Background: an optimization exercise with open tools, aiming at small area, a short achievable clock period and few clock cycles. Do not read the settings as production practice.
No functional check of the RTL was part of any run shown here.
Power is estimated from default activity; no workload was simulated.

==> config.mk <==
export PLATFORM = sky130hd
export DESIGN_NAME = sram_march
export DESIGN_NICKNAME = sram_march
export VERILOG_FILES = /design/flow/design.v
export SDC_FILE = /design/flow/constraint.sdc
export NUM_CORES = 4
export LEC_CHECK = 0
export ABC_AREA = 1
export CAP_MARGIN = 20
export CORE_MARGIN = 2
export CORE_UTILIZATION = 70
export CTS_BUF_LIST = sky130_fd_sc_hd__clkbuf_4 sky130_fd_sc_hd__clkbuf_8
export CTS_CLUSTER_SIZE = 30
export PLACE_DENSITY = 0.75
export SLEW_MARGIN = 20
==> constraint.sdc <==
create_clock -name core_clock -period 42.0 [get_ports {clk}]
set_input_delay 8.4000 -clock core_clock [delete_from_list [all_inputs] [get_ports {clk}]]
set_output_delay 8.4000 -clock core_clock [all_outputs]
set_load 0.01 [all_outputs]
==> design.v <==
module sram_march (
    input  wire        clk,
    input  wire        rst,             
    input  wire [16:0] cfg_size,
    input  wire [7:0]  cfg_sections,
    input  wire [6:0]  cfg_overlap,
    input  wire        cfg_intraword,
    input  wire        step_valid,
    output reg         step_ready,
    output reg         sram_req,
    output reg         sram_we,
    output reg  [15:0] sram_addr,
    output reg  [7:0]  sram_wdata,
    input  wire        sram_gnt,
    input  wire        sram_rvalid,
    input  wire [7:0]  sram_rdata,
    output reg         done,
    output reg         done_bad,
    output reg  [7:0]  cursor,
    output reg         sram_fault
);
    localparam [2:0] S_DIV  = 3'd0,    
                     S_MUL  = 3'd1,    
                     S_LOAD = 3'd2,    
                     S_IDLE = 3'd3,
                     S_SET1 = 3'd4,    
                     S_SET2 = 3'd5,    
                     S_RUN  = 3'd6;
    localparam [2:0] P_SAVE    = 3'd0,
                     P_M1      = 3'd1,
                     P_M2      = 3'd2,
                     P_M3      = 3'd3,
                     P_M4      = 3'd4,
                     P_IW      = 3'd5,
                     P_RESTORE = 3'd6,
                     P_FIN     = 3'd7;    
    reg  [2:0]  state;
    reg  [2:0]  phase;
    reg  [3:0]  u;           
    reg  [15:0] J;           
    reg  [16:0] endx;        
    reg  [15:0] B;
    reg  [14:0] O;           
    reg         iw;          
    reg         rnz;         
    reg         lastn;       
    reg         fl;          
    reg         bad;
    reg  [1:0]  occ;         
    reg         pend;        
    reg         msub;        
    reg  [3:0]  tag;         
    function [17:0] radd;
        input [16:0] a;
        input [16:0] b;
        input        ci;
        integer i;
        reg c;
        begin
            c = ci;
            for (i = 0; i < 17; i = i + 1) begin
                radd[i] = a[i] ^ b[i] ^ c;
                c = (a[i] & b[i]) | (c & (a[i] ^ b[i]));
            end
            radd[17] = c;
        end
    endfunction
    function [16:0] rinc;
        input [15:0] a;
        input        dn;
        integer i;
        reg c;
        begin
            c = 1'b1;
            for (i = 0; i < 16; i = i + 1) begin
                rinc[i] = a[i] ^ c;
                c = c & (a[i] ^ dn);
            end
            rinc[16] = c;
        end
    endfunction
    reg  [7:0]  expv;
    always @* begin
        case (tag[2:0])
            3'd0: expv = 8'h00;
            3'd1: expv = 8'hFF;
            3'd2: expv = 8'h55;
            3'd3: expv = 8'hAA;
            3'd4: expv = 8'h33;
            3'd5: expv = 8'hCC;
            3'd6: expv = 8'hF0;
            default: expv = 8'h0F;
        endcase
    end
    wire        bad_nx = bad | (sram_rvalid & tag[3] & (sram_rdata != expv));
    wire [16:0] a_id    = rinc(sram_addr, phase == P_M3);   
    wire        at_end  = (a_id == endx);
    wire        at_base = (sram_addr == J);
    wire        sec0    = (cursor == 8'd0);
    reg  [2:0]  n_phase;
    reg  [3:0]  n_u;
    reg  [1:0]  n_asel;      
    reg         n_azero;     
    reg         n_jswap;     
    reg         n_we;
    reg         n_copy;      
    reg  [7:0]  n_wd;
    function [3:0] tag_of;
        input [2:0] ph;
        input [3:0] uu;
        case (ph)
            P_M2, P_M4: tag_of = 4'b1000;
            P_M3:       tag_of = 4'b1001;
            P_IW:       tag_of = {1'b1, 3'd2 + uu[3:1]};
            default:    tag_of = 4'b0000;    
        endcase
    endfunction
    function [7:0] pat;
        input [2:0] v;
        case (v)
            3'd0: pat = 8'h55;
            3'd1: pat = 8'hAA;
            3'd2: pat = 8'h33;
            3'd3: pat = 8'hCC;
            3'd4: pat = 8'hF0;
            default: pat = 8'h0F;
        endcase
    endfunction
    always @* begin
        n_phase = phase;
        n_u     = 4'd0;
        n_asel  = 2'd0;
        n_azero = 1'b0;
        n_jswap = 1'b0;
        n_we    = 1'b0;
        n_copy  = 1'b0;
        n_wd    = 8'h00;
        case (phase)
            P_SAVE: begin
                if (!u[0]) begin
                    n_u = 4'd1; n_asel = 2'd3; n_jswap = 1'b1;
                    n_we = 1'b1; n_copy = 1'b1;
                end else if (!fl) begin
                    n_asel = 2'd3; n_jswap = 1'b1;
                end else begin
                    n_phase = P_M1; n_asel = 2'd2; n_we = 1'b1;
                end
            end
            P_M1: begin
                if (!at_end) begin
                    n_asel = 2'd1; n_we = 1'b1;
                end else begin
                    n_phase = P_M2; n_asel = 2'd3;
                end
            end
            P_M2: begin
                if (!u[0]) begin
                    n_u = 4'd1; n_we = 1'b1; n_wd = 8'hFF;
                end else if (!at_end) begin
                    n_asel = 2'd1;
                end else begin
                    n_phase = P_M3;
                end
            end
            P_M3: begin
                if (!u[0]) begin
                    n_u = 4'd1; n_we = 1'b1;
                end else if (!at_base) begin
                    n_asel = 2'd1;
                end else begin
                    n_phase = P_M4;
                end
            end
            P_M4: begin
                if (!at_end) begin
                    n_asel = 2'd1;
                end else if (iw) begin
                    n_phase = P_IW; n_asel = 2'd3; n_we = 1'b1; n_wd = 8'h55;
                end else if (!sec0) begin
                    n_phase = P_RESTORE; n_azero = 1'b1;
                end else begin
                    n_phase = P_FIN;
                end
            end
            P_IW: begin
                if (!u[0]) begin
                    n_u = {u[3:1], 1'b1};
                end else if (u != 4'd11) begin
                    n_u = {u[3:1] + 3'd1, 1'b0}; n_we = 1'b1; n_wd = pat(u[3:1] + 3'd1);
                end else if (!at_end) begin
                    n_asel = 2'd1; n_we = 1'b1; n_wd = 8'h55;
                end else if (!sec0) begin
                    n_phase = P_RESTORE; n_azero = 1'b1;
                end else begin
                    n_phase = P_FIN;
                end
            end
            default: begin  
                if (!u[0]) begin
                    n_u = 4'd1; n_asel = 2'd3; n_jswap = 1'b1;
                    n_we = 1'b1; n_copy = 1'b1;
                end else if (!at_end) begin
                    n_asel = 2'd3; n_jswap = 1'b1;
                end else begin
                    n_phase = P_FIN;
                end
            end
        endcase
    end
    function may_go;
        input [2:0] ph;
        input [3:0] uu;
        input       w;
        input [1:0] o;
        input [3:0] tg;
        begin
            if (ph == P_FIN || (w && (ph == P_SAVE || ph == P_RESTORE)))
                may_go = (o == 2'd0);
            else if (w)
                may_go = 1'b1;
            else
                may_go = (o == 2'd0) || ((o == 2'd1) && (tag_of(ph, uu) == tg));
        end
    endfunction
    wire       run  = (state == S_RUN);
    wire       acc  = sram_req & sram_gnt;           
    wire [1:0] occ_a = occ + {1'b0, ~sram_we};       
    wire [1:0] occ_am = occ_a - 2'd1;
    wire [1:0] occ_m  = occ - 2'd1;
    wire [3:0] etag = sram_we ? tag : tag_of(phase, u);
    wire       nx0  = may_go(n_phase, n_u, n_we, occ_a, etag);
    wire       nx1  = may_go(n_phase, n_u, n_we, occ_am, etag);
    wire       cu0  = may_go(phase, u, sram_we, occ, tag);
    wire       cu1  = may_go(phase, u, sram_we, occ_m, tag);
    wire       go_n = sram_rvalid ? nx1 : nx0;      
    wire       go_c = sram_rvalid ? cu1 : cu0;      
    wire       step_end = run & pend & (phase == P_FIN) &
                          (sram_rvalid ? (occ == 2'd1) : (occ == 2'd0));
    wire [16:0] p_dec = rinc({9'd0, O[6:0]}, 1'b1);
    reg  [16:0] g_y;
    reg         g_c;
    always @* begin
        case (state)
            S_RUN:   begin g_y = ~{1'b0, sram_addr}; g_c = 1'b0; end  
            S_DIV:   begin g_y = ~{9'd0, J[7:0]}; g_c = 1'b1; end    
            S_MUL:   begin g_y = msub ? ~17'd100 : {1'b0, B}; g_c = msub; end
            S_SET1:  begin g_y = ~{2'd0, O};      g_c = 1'b1; end    
            default: begin g_y = {1'b0, B};       g_c = 1'b0; end    
        endcase
    end
    wire [16:0] g_x  = (state == S_RUN) ? {1'b0, J} : endx;
    wire [17:0] g_s  = radd(g_x, g_y, g_c);
    wire        g_ge = g_s[17];                  
    wire [16:0] cur_inc = rinc({8'd0, cursor}, 1'b0);
    reg         is_nm1;      
    wire        wrap    = (is_nm1 & ~rnz) | lastn;
    always @(posedge clk) begin
        begin
            done   <= 1'b0;
            bad    <= bad_nx;
            is_nm1 <= (cur_inc[7:0] == cfg_sections);
            occ  <= occ + {1'b0, acc & ~sram_we} - {1'b0, sram_rvalid};
            if (step_ready && step_valid)
                step_ready <= 1'b0;
            if (sram_rvalid && !tag[3])
                sram_wdata <= sram_rdata;
            if (acc && !sram_we)
                tag <= tag_of(phase, u);
            case (state)
                S_LOAD: begin
                    endx      <= cfg_size;
                    J         <= {8'd0, cfg_sections};
                    O         <= {8'd0, cfg_overlap};
                    iw        <= cfg_intraword;
                    sram_addr <= 16'd0;
                    phase     <= P_SAVE;
                    state     <= S_DIV;
                end
                S_DIV: begin
                    if (g_ge) begin
                        endx      <= g_s[16:0];
                        sram_addr <= a_id[15:0];
                    end else begin
                        B         <= sram_addr;
                        rnz       <= (endx[7:0] != 8'd0);
                        endx      <= 17'd0;
                        sram_addr <= 16'd0;
                        msub      <= 1'b0;
                        state     <= S_MUL;
                    end
                end
                S_MUL: begin
                    if (msub) begin
                        if (g_ge) begin
                            endx      <= g_s[16:0];
                            sram_addr <= a_id[15:0];
                        end else begin
                            msub      <= 1'b0;
                        end
                    end else if (O[6:0] != 7'd0) begin
                        endx   <= g_s[16:0];
                        O[6:0] <= p_dec[6:0];
                        msub   <= 1'b1;
                    end else begin
                        O     <= sram_addr[14:0];
                        state <= S_IDLE;
                    end
                end
                S_IDLE: begin
                    if (!step_ready || step_valid)
                        state <= S_SET1;
                end
                S_SET1: begin
                    if (sec0) begin
                        sram_addr <= 16'd0;
                        endx      <= {2'd0, O};
                    end else if (cursor == 8'd1) begin
                        sram_addr <= endx[15:0];
                        endx      <= g_s[16:0];
                    end else begin
                        sram_addr <= g_s[15:0];
                    end
                    state <= S_SET2;
                end
                S_SET2: begin
                    if (lastn) endx <= cfg_size;
                    else       endx <= g_s[16:0];
                    J         <= 16'd0;
                    sram_req  <= 1'b1;
                    bad       <= 1'b0;
                    u         <= 4'd0;
                    fl        <= 1'b0;
                    if (sec0) begin
                        phase      <= P_M1;
                        sram_we    <= 1'b1;
                        sram_wdata <= 8'h00;
                    end else begin
                        phase      <= P_SAVE;
                        sram_we    <= 1'b0;
                    end
                    pend  <= 1'b0;
                    state <= S_RUN;
                end
                default: begin  
                    if (phase == P_SAVE && !u[0])
                        fl <= at_end;
                    if (!acc && pend && phase != P_FIN && go_c) begin
                        sram_req <= 1'b1;
                        pend     <= 1'b0;
                    end
                    if (step_end) begin
                        done       <= 1'b1;
                        done_bad   <= bad_nx;
                        if (bad_nx) sram_fault <= 1'b1;
                        cursor     <= wrap ? 8'd0 : cur_inc[7:0];
                        lastn      <= is_nm1 & rnz;
                        step_ready <= 1'b1;
                        pend       <= 1'b0;
                        state      <= S_IDLE;
                    end
                end
            endcase
            if (acc) begin
                phase   <= n_phase;
                u       <= n_u;
                sram_we <= n_we;
                if (n_we && !n_copy)
                    sram_wdata <= n_wd;
                if (n_azero)
                    sram_addr <= 16'd0;
                else case (n_asel)
                    2'd0: sram_addr <= sram_addr;
                    2'd1: sram_addr <= a_id[15:0];
                    2'd2: sram_addr <= g_s[15:0];
                    default: sram_addr <= J;
                endcase
                if (n_asel == 2'd2) J <= g_s[15:0];
                else if (n_jswap)   J <= a_id[15:0];
                sram_req <= go_n & (n_phase != P_FIN);
                pend     <= ~go_n | (n_phase == P_FIN);
            end
            if (rst) begin
                state      <= S_LOAD;
                cursor     <= 8'd0;
                lastn      <= 1'b0;
                done       <= 1'b0;
                sram_fault <= 1'b0;
                sram_req   <= 1'b0;
                pend       <= 1'b0;
                step_ready <= 1'b1;
                occ        <= 2'd0;
            end
        end
    end
endmodule
==> flow/run.sh <==
#!/bin/bash
# The standard layout (standard.sh), with two changes: the ports are
# buffered with buf_2 cells, and timing repair aims for 32 ns of setup slack
# at the design's clock. standard.sh's full output goes to standard.log here.
set -euo pipefail
export BUFFER_PORTS_ARGS="-buffer_cell sky130_fd_sc_hd__buf_2"
export SETUP_SLACK_MARGIN=32.0
bash standard.sh > standard.log 2>&1
==> standard.sh <==
#!/bin/bash
# synth_recipe.tcl (not shown) runs the flow's synth.tcl, then flattens the netlist and writes it again
# the make line also repeats each setting of config.mk as NAME=value (left out here)
make -C /OpenROAD-flow-scripts/flow DESIGN_CONFIG=/design/flow/config.mk WORK_HOME=/design/flow/orfs CLKGATE_MAP_FILE= SYNTH_SCRIPT=/design/flow/synth_recipe.tcl "${@:-finish}"
==> notes.md, run 1 <==
The proportion of synthesized area in mux cells is 0.00562. The total routing usage reported by global routing is 0.433. At the pin with the least slew margin, the transition time is 0.954 ns.

The max-slew headroom at the worst pin is 0.364. The number of synthesized flops with an enable pin came out at just over 80. The cell at the root of the clock tree is clkbuf_8. The adder and majority cell fraction of the synthesized area came out at 0.0693. The global placement routability congestion is ~1.

Grouping stages by cell kind, the critical path spends the most delay in buffers and inverters. The register bit count reported by yosys is 126. The final critical-path required period came out at a little under 10 ns.

The core region is 13800 sq um. After synthesis, the largest family of logic cells by area is simple AND/OR/NAND/NOR gates. The source-to-sink clock delay at the later pin of the worst-skew pair came out at about 0.47 ns. Summing all multi-input logic gate instances after layout gives around 5700 sq um. The signal on the critical path passes through buf_2 -> nand2_1 -> clkbuf_8 -> clkinvlp_4 -> buf_4 -> nor3_1 -> a31oi_1 -> a31oi_1 -> nor2_1 -> nand2_1 -> nand3_1 -> nand2_1 -> inv_1. The hold path depth came out at 2.

Setup repair after global routing left no endpoint under its margin. Counting instances in the post-synthesis netlist gives the leading cell types as nand2_1 (266), inv_1 (176), o21ai_0 (153). The fraction of registers with async set or reset after synthesis came out at 0.

The number of buffer and inverter stages on the critical path came out at 5. After detailed routing, the number of remaining DRC violations is 0. The top cell type by total area after synthesis is edfxtp_1.

The total stage count of the critical path is 13. The DRC violation total after the first TritonRoute iteration is 1270. TritonCTS created 17 clock buffers. After synthesis, the cell types taking the most area are edfxtp_1 (25%), nand2_1 (10%), dfxtp_1 (9.2%). Of the total synthesized cell area, the portion taken by AND, OR, NAND and NOR gates is 0.250. The vias after detailed routing is 10300. The area fraction in compound gates after synthesis came out at 0.202. The count of nets left with antenna violations after detail routing is 0. The Yosys warning count is 1.

The highest clock frequency the design can meet is 101 MHz. The number of hold violations in the final report is 0. The first global-routing pass estimated 48800 um of wire. For this design, the slowest cell found on the critical path is clkbuf_8. The total number of placement rows came out at 43. In the global route stage, met2 resource usage came out at 0.663. The number of ports placed on the die boundary came out at 84. The placed cell area came out at a little over 10000 sq um.

The sequential-to-total area share from yosys stat is 0.340. In this run the worst setup path begins at sram_gnt. The fraction of layout cells with a size suffix above 1 is 0.159. The first-pass iteration count of the detailed router is 9.

The most numerous cell type found on the critical path is nand2_1. The worst setup path is launched from an input port. By instance count, the leading cell after synthesis is nand2_1.

The static leakage came out at a little under 5 nW. The area of all placed cells without fillers is between 10000 and 15000 sq um. The netlist area before placement is 9790 sq um. The hold-fix buffer count after cts is 0. The number of global-route vias before repair came to approximately 9400.

The worst register-to-register path begins at state[0]. The global routing stage identified its most utilized layer as met2. The worst setup path is captured at a flop.

The number of antenna violations at the first check in global routing is 0. The global-route met3 utilization is 0.118. The global routing usage on met1 came out at 0.551. The initial core utilization came out at 0.711. Synthesis instantiated 58 different standard cells from the library. The HPWL after detailed placement is around 22000 um. The most frequently used flop master after synthesis is edfxtp_1.

Entering global routing, the biggest net connects between 40 and 50 pins. The total inserted antenna cells came out at 0. The path class of the tightest hold or removal check is flop to flop. The data required time of the critical path is approximately 42 ns. In this run the number of H-tree levels came out at 4.

The chip width is 122 um. At the worst endpoint, the arrival time is 10.25 ns. The net count of the mapped netlist is 1423.

The area added between synthesis and finish came out at 13.0%. The sequential cell area in the final layout came out at roughly 3300 sq um. The worst clock skew is 0.00978 ns. The proportion of netlist area held by the largest area contributor is 0.248.

The final wirelength came out at 32000 um. The start point of the worst hold path is step_ready. The category of the most critical setup path is input port to flop. The chip height came out at 122 um. The flow ran to the end and the layout has no timing, DRC or antenna violations. The final routed wire length divided by cell count is ~20 um.

The total congestion overflow after global routing is 0. The number of fill cells in the layout came out at 975. In this run the worst path has a maximum fanout of 46. Synthesis handed over a netlist of 1333 instances. The clock-pin slew reported for the worst setup and hold paths after clock tree synthesis is 0.08 ns. Dividing the detail-routed via count by the number of cells gives 6.39. The xor-xnor portion of the synthesized cell area is 0.0414. Buffers placed on the I/O ports in this run total 83. Adding up every negative setup slack in the final design gives 0 ns. The die covers 14900 sq um. The setup-violating endpoint count in the final report is 0. In the finished design, the share of the clock period the worst path needs comes to 0.235. TritonCTS built the clock tree. The final count of pins violating max slew is 0. The delay contributed by the slowest stage of the critical path came out at 0.34 ns. A synthesized cell averages 7.34 sq um. The total of max-cap violations came out at 0.

IR analysis of the VDD net gives a maximum drop of between 0.06 and 0.07 mV. Counting along the longest clock path gives a buffer depth of 2. The final net count is 1507. The power density of the placed cells came out at 84.3 nW/um^2.

Clock tree synthesis found a total of 126 sinks. The count of cells along the worst register-to-register path is 34.
layout make-up:
type / count / area share
Clock buffer: 19 / 0.0236
Clock inverter: 13 / 0.0146
Tap cell: 180 / 0.0204
Timing Repair Buffer: 106 / 0.0600
Timing Repair inverter: 3 / 0.00170
Multi-Input combinational cell: 976 / 0.513
Sequential cell: 126 / 0.302
Inverter: 187 / 0.0645
through the flow:
step / setup WS (ns) / total power, W / util / instances / hold slack (ns)
floorplan: 32.04 / 0.000592 / - / 1333 / 0.453
CTS: 32.02 / 0.000893 / 0.800 / 1608 / 0.474
global placement: 30.45 / 0.000737 / 0.751 / 1560 / 0.453
finish: 32.12 / 0.000933 / 0.803 / 1610 / 0.476
global route: 32.01 / 0.000977 / 0.803 / 1610 / 0.524
detailed placement: 30.24 / 0.000744 / 0.751 / 1560 / 0.460
cells by family (layout without fill, tap and decap cells):
family	Yosys count	count (layout)
AO/OA/AOI/OAI	351	351
XOR/XNOR	43	43
flip-flops	126	126
buffers and inverters	232	328
AND/OR/NAND/NOR	532	533
multiplexers	5	5
adder cells (fa/ha/maj)	44	44
registers in the layout (all words and copies together), names as in the netlist, 4 cells and up:
| name | count |
|---|---|
| B | 16 |
| J | 16 |
| O | 15 |
| cursor | 8 |
| endx | 17 |
| sram_addr | 16 |
| sram_wdata | 8 |
| tag | 4 |
| u | 4 |
per-layer routing:
| layer | share of wire | routed length, um |
|---|---|---|
| met4 | 0.066 | 2110 |
| met1 | 0.36 | 11600 |
| met2 | 0.43 | 13900 |
| met3 | 0.14 | 4450 |
| met5 | 0 | 0 |
power by group:
part | switching, W | leakage [nW] | total [W] | internal, W
clock | 0.0000537 | 0.214 | 0.000116 | 0.0000619
sequential | 0.0000468 | 1.18 | 0.000234 | 0.000187
combinational | 0.000380 | 3.51 | 0.000583 | 0.000203
total | 0.000481 | 4.90 | 0.000933 | 0.000452
worst min-delay path, stage by stage, from the launching register on:
cell	delay, ns
dfxtp_1	0.33
nand2_1	0.07
nand2_1	0.04
layout by cell type, fill, tap and decap left out, types with 20 or more instances in the layout:
cell      instances
dfxtp_1          42
clkbuf_8         20
ha_1             27
o21ai_0         153
o21ai_1          23
a22oi_1          22
nand3_1          62
xor2_1           25
a21oi_1          81
buf_2            83
nand2_1         265
inv_1           173
edfxtp_1         81
o22ai_1          26
nor2_1          127
timing repair:
item,in CTS,in global routing
pin swaps,4,1
buffers inserted,11,1
endpoints found under the setup margin,89,33
gates cloned,5,0
gates resized for setup,26,10
worst paths after layout:
kind / slack, ns / to
max reg2reg: 32.30 / endx[1]
max: 32.12 / pend
min: 0.48 / step_ready
min reg2reg: 0.48 / step_ready
==> run 2, diff against run 1 <==
--- a/config.mk
+++ b/config.mk
@@ -5,7 +5,6 @@
 export SDC_FILE = /design/flow/constraint.sdc
 export NUM_CORES = 4
 export LEC_CHECK = 0
-export ABC_AREA = 1
 export CAP_MARGIN = 20
 export CORE_MARGIN = 2
 export CORE_UTILIZATION = 70
==> run 2 against run 1 <==
Net effect:
- critical endpoint is now sram_addr[1]
- largest power group unchanged
- global-route usage is 2.1 points lower
- via count is 1.0% lower
- core utilization is 1.8 points lower
- clock skew is 0.0033 ns higher
==> notes.md, run 2 <==
The xor-xnor portion of the synthesized cell area came to 0.0660 (was 0.0414). Unrepaired setup endpoints after global routing: true (was false). The total inserted antenna cells came out at 0 (unchanged). The register bit count reported by yosys is 126 (unchanged). The critical path launch point type is a flop (was input port).

The area fraction in compound gates after synthesis is 0.243 (was 0.202). The number of port buffers is 83 (unchanged). The most frequently used cell type in the post-synthesis netlist is nand2_1 (unchanged).

The worst setup path startpoint is sram_addr[1] (was sram_gnt). The number of remaining DRC errors came to 0 (unchanged). Synth cell count leaders: nand2_1 (113), nor2_1 (111), a21oi_1 (106) (was nand2_1 (266), inv_1 (176), o21ai_0 (153)).

The data arrival time of the critical path was 1.53 ns (was 10.25 ns). The worst-case setup margin in the final layout came out at 32.07 ns (was 32.12 ns). The total of max-cap violations is 0 (unchanged). Crit path cell chain: buf_2 (was buf_2 -> nand2_1 -> clkbuf_8 -> clkinvlp_4 -> buf_4 -> nor3_1 -> a31oi_1 -> a31oi_1 -> nor2_1 -> nand2_1 -> nand3_1 -> nand2_1 -> inv_1).

The total routing usage reported by global routing is 0.412 (was 0.433). The worst clock skew is 0.0131 ns (was 0.00978 ns). The wire length of the first global-routing pass came out at 51400 um (was 48800 um). The number of antenna violations at the first check in global routing was 0 (unchanged). The Yosys warning count is 1 (unchanged). The total stage count of the critical path came out at 1 (was 13). The final critical-path required period came out at 9.93 ns (was 9.88 ns). The number of buffer and inverter stages on the critical path is 1 (was 5).

The number of global-route vias before repair came to 9544 (was 9407). The clock-pin slew reported for the worst setup and hold paths after clock tree synthesis was 0.08 ns (about the same). The final cycle utilization of the critical path is 0.237 (was 0.235). The worst-margin pin slew is 1.12 ns (was 0.954 ns). The overall power of the completed layout came out at 0.000782 W (was 0.000933 W).

The area added between synthesis and finish came out at 9.60% (was 13.0%). The static leakage is 4.51 nW (was 4.90 nW). The final count of pins violating max slew came out at 0 (unchanged). The sequential-to-total area share from yosys stat is 0.321 (was 0.340). The DRC violation total after the first TritonRoute iteration is 1692 (was 1270). The maximum count of clock buffers along a single path is 2 (unchanged). The count of cell types in the netlist was 87 (was 58).

The vias after detailed routing came out at 10200 (was 10300). The worst slack at placement came out at 31.10 ns (was 30.24 ns). The highest clock frequency the design can meet is 101 MHz (about the same). The flop-to-flop setup slack came out at 32.25 ns (was 32.30 ns).

The chip width came out at 126 um (was 122 um). The max-slew headroom at the worst pin is 0.257 (was 0.364). The number of CTS-inserted buffers came out at 17 (unchanged). The fraction of registers with async set or reset after synthesis came out at 0 (unchanged). The total number of placement rows is 44 (was 43). The source-to-sink clock delay at the later pin of the worst-skew pair is 0.47 ns (about the same). The synthesized-area fraction occupied by and/or/nand/nor cells came to 0.187 (was 0.250). The global placement routability congestion came to 1.03 (was 0.992). Top library cells by usage in the layout, fill and taps aside: nand2_1 (113), nor2_1 (110), a21oi_1 (104) (was nand2_1 (265), inv_1 (173), o21ai_0 (153)).

The first-pass iteration count of the detailed router is 10 (was 9). The most common cell after layout, fill and taps aside is nand2_1 (unchanged). The mean instance size in the synthesized netlist came to 8.53 sq um (was 7.34 sq um). The highest ir drop seen on vdd is 0.0430 mV (was 0.0660 mV).

The number of synthesized flops with an enable pin came out at 81 (unchanged). The launch point of the worst reg-to-reg path is state[0] (unchanged). The initial core utilization came to 0.716 (was 0.711). The setup-violating endpoint count in the final report came to 0 (unchanged). The main combinational cell family by area after synthesis is compound AO/OA/AOI/OAI gates (was simple AND/OR/NAND/NOR gates). The final wirelength came out at 32800 um (was 32000 um).

The flip-flop count of the largest register after layout is 17 (unchanged). The cell at the root of the clock tree was clkbuf_8 (unchanged). The count of cells along the worst register-to-register path came out at 27 (was 34).

The number of hold violations in the final report is 0 (unchanged). The power density of the placed cells came to 68.8 nW/um^2 (was 84.3 nW/um^2). The highest-delay cell along the critical path is edfxtp_1 (was clkbuf_8). The placeable core region came out at 14500 sq um (was 13800 sq um). The most frequently used flop master after synthesis is edfxtp_1 (unchanged). The netlist area before placement is 10400 sq um (was 9790 sq um). The maximum number of pins on one net before global-route repair was 43 (was 47). The category of the most critical setup path is flop to output pin (was input port to flop).

The delay contributed by the slowest stage of the critical path is 0.81 ns (was 0.34 ns). The endpoint of the worst-slack reg-to-reg timing path was endx[5] (was endx[1]). The kind of end point of the critical path was an output pin (was flop).

The HPWL after detailed placement came out at 22900 um (was 22100 um). The proportion of netlist area held by the largest area contributor came out at 0.234 (was 0.248). The proportion of synthesized area in mux cells is 0.0648 (was 0.00562).

The clock tree from TritonCTS is built (unchanged). Outcome: no timing/DRC/antenna violations (unchanged). The top cell type by total area after synthesis is edfxtp_1 (unchanged).

The data required time of the critical path came out at 33.60 ns (was 42.37 ns). Main area contributors after synthesis: edfxtp_1 (23%), dfxtp_1 (8.7%), a21oi_1 (5.1%) (was edfxtp_1 (25%), nand2_1 (10%), dfxtp_1 (9.2%)). The family with the most delay on the worst path is flip-flops (was buffers and inverters). The count of nets left with antenna violations after detail routing came to 0 (unchanged). The net count of the mapped netlist is 1306 (was 1423).

The number of cells produced by synthesis came out at 1216 (was 1333). The number of clock sinks came out at 126 (unchanged). The number of ports placed on the die boundary is 84 (unchanged).

The critical path capture point was sram_addr[1] (was pend). The total number of H-tree levels is 4 (unchanged). The fraction of layout cells with a size suffix above 1 was 0.170 (was 0.159). The largest driver fanout on the critical path came out at 15 (was 46).

The register bank with the most flops is endx (unchanged). The chip height is 126 um (was 122 um). The adder and majority cell fraction of the synthesized area is 0.0654 (was 0.0693).

The final net count is 1345 (was 1507). The worst hold slack came out at 0.488 ns (was 0.476 ns). The setup TNS is 0 ns (unchanged). The type of the most critical hold path is flop to flop (unchanged). The total congestion overflow after global routing came out at 0 (unchanged). The per-cell via count in the routed design is 7.01 (was 6.39). The total die area is 15800 sq um (was 14900 sq um). The final routed wire length divided by cell count is 22.6 um (was 19.9 um).
==> run 2: cell types whose count changed after synthesis, sizes merged, moves of 23 or more <==
| cell | change |
|---|---|
| a21oi | +23 |
| o21ai | -90 |
| nor2 | -25 |
| mux2i | +41 |
| xnor2 | +37 |
| clkbuf | +36 |
| nand3 | -55 |
| nand2 | -168 |
| inv | -132 |
==> run 2: through the flow <==
step	instances	instance area [sq um]	utilization
after floorplan	1216	10500	-
after global placement	1413	10800	0.748
after detailed placement	1413	10800	0.748
after CTS	1449	11300	0.782
after global routing	1452	11400	0.785
final	1452	11400	0.785
==> run 2: logic make-up after synthesis <==
| logic type | Yosys count |
|---|---|
| adder cells (fa/ha/maj) | 44 |
| flip-flops | 126 |
| XOR/XNOR | 75 |
| AND/OR/NAND/NOR | 386 |
| buffers and inverters | 138 |
| AO/OA/AOI/OAI | 383 |
| multiplexers | 64 |
==> run 2: where the power goes <==
part | switching, W | total (W) | leakage [nW] | internal, W
Clock | 0.0000525 | 0.000101 | 0.188 | 0.0000490
Combinational | 0.000262 | 0.000446 | 3.12 | 0.000184
Sequential | 0.0000590 | 0.000235 | 1.20 | 0.000176
Total | 0.000373 | 0.000782 | 4.51 | 0.000408
==> run 2: per-layer routing <==
metal / GRT usage / up-vias / wire [um]
met5: 0 / - / 0
met4: 0.204 / 0 / 1800
met3: 0.103 / 164 / 4310
met2: 0.649 / 761 / 14600
met1: 0.534 / 4669 / 12000
li1: - / 4587 / -
==> run 2: how the worst min path moves through the flow <==
stage	start	end	cells past startpoint
2_1_floorplan	is_nm1	lastn	2
4_1_cts	sram_fault	sram_fault	2
3_5_place_dp	sram_fault	sram_fault	2
5_1_grt	sram_fault	sram_fault	2
6_report	sram_fault	sram_fault	2
3_3_place_gp	sram_fault	sram_fault	2
==> run 2: worst min-delay path, stage by stage, from the launching register on <==
cell and delay, ns:
dfxtp_1 0.34, a21oi_1 0.05, nor2_1 0.07
==> run 2: timing repair <==
item / in CTS / in global routing
resized for setup: 23 / 6
gates cloned: 3 / 0
pin swaps: 3 / 3
hold buffers: 0 / 0
setup buffers: 1 / 3
endpoints found under the setup margin: 95 / 53
==> run 2: area by class of cell <==
cell class	instances	area, sq um
clock buffer	21	264
clock inverter	11	93.8
fill	1021	3110
inverter	50	191
multi-input combinational	952	6580
sequential	126	3340
tap	184	230
timing repair buffer	108	669

[what the ideal ports hide]
The results above use ideal ports. As a check the final layouts listed here were re-extracted and re-timed, cells and wires unchanged. Step 1 (the two cells are an assumption about what drives the block):
set clk [get_ports {clk}]
set_driving_cell -lib_cell sky130_fd_sc_hd__clkbuf_16 $clk
set_driving_cell -lib_cell sky130_fd_sc_hd__buf_2 [delete_from_list [all_inputs] $clk]
Step 2 adds t to the input delays and takes it off the output delays; t is the mean of the earliest and latest rising clock arrival at the registers after step 1. Input paths then give back, and output paths get back, about the clock's delay inside the block. a / b / c = ideal ports / drivers / drivers and shift; a / b = the first two.
run	t (ns)	slack for setup (ns)	worst hold slack (ns)	worst register clock-pin slew, ns	cell pins on the clock port's net
run 1	0.504	32.119 / 32.143 / 31.639	0.476 / 0.476 / 0.476	0.08 / 0.08	1
run 2	0.500	32.065 / 32.024 / 31.653	0.488 / 0.488 / 0.488	0.08 / 0.08	1
After both steps setup and hold are still met in every run listed. The setup slack of run 1, which loses most, moves by +0.024 ns with the drivers and by -0.480 ns with both steps.
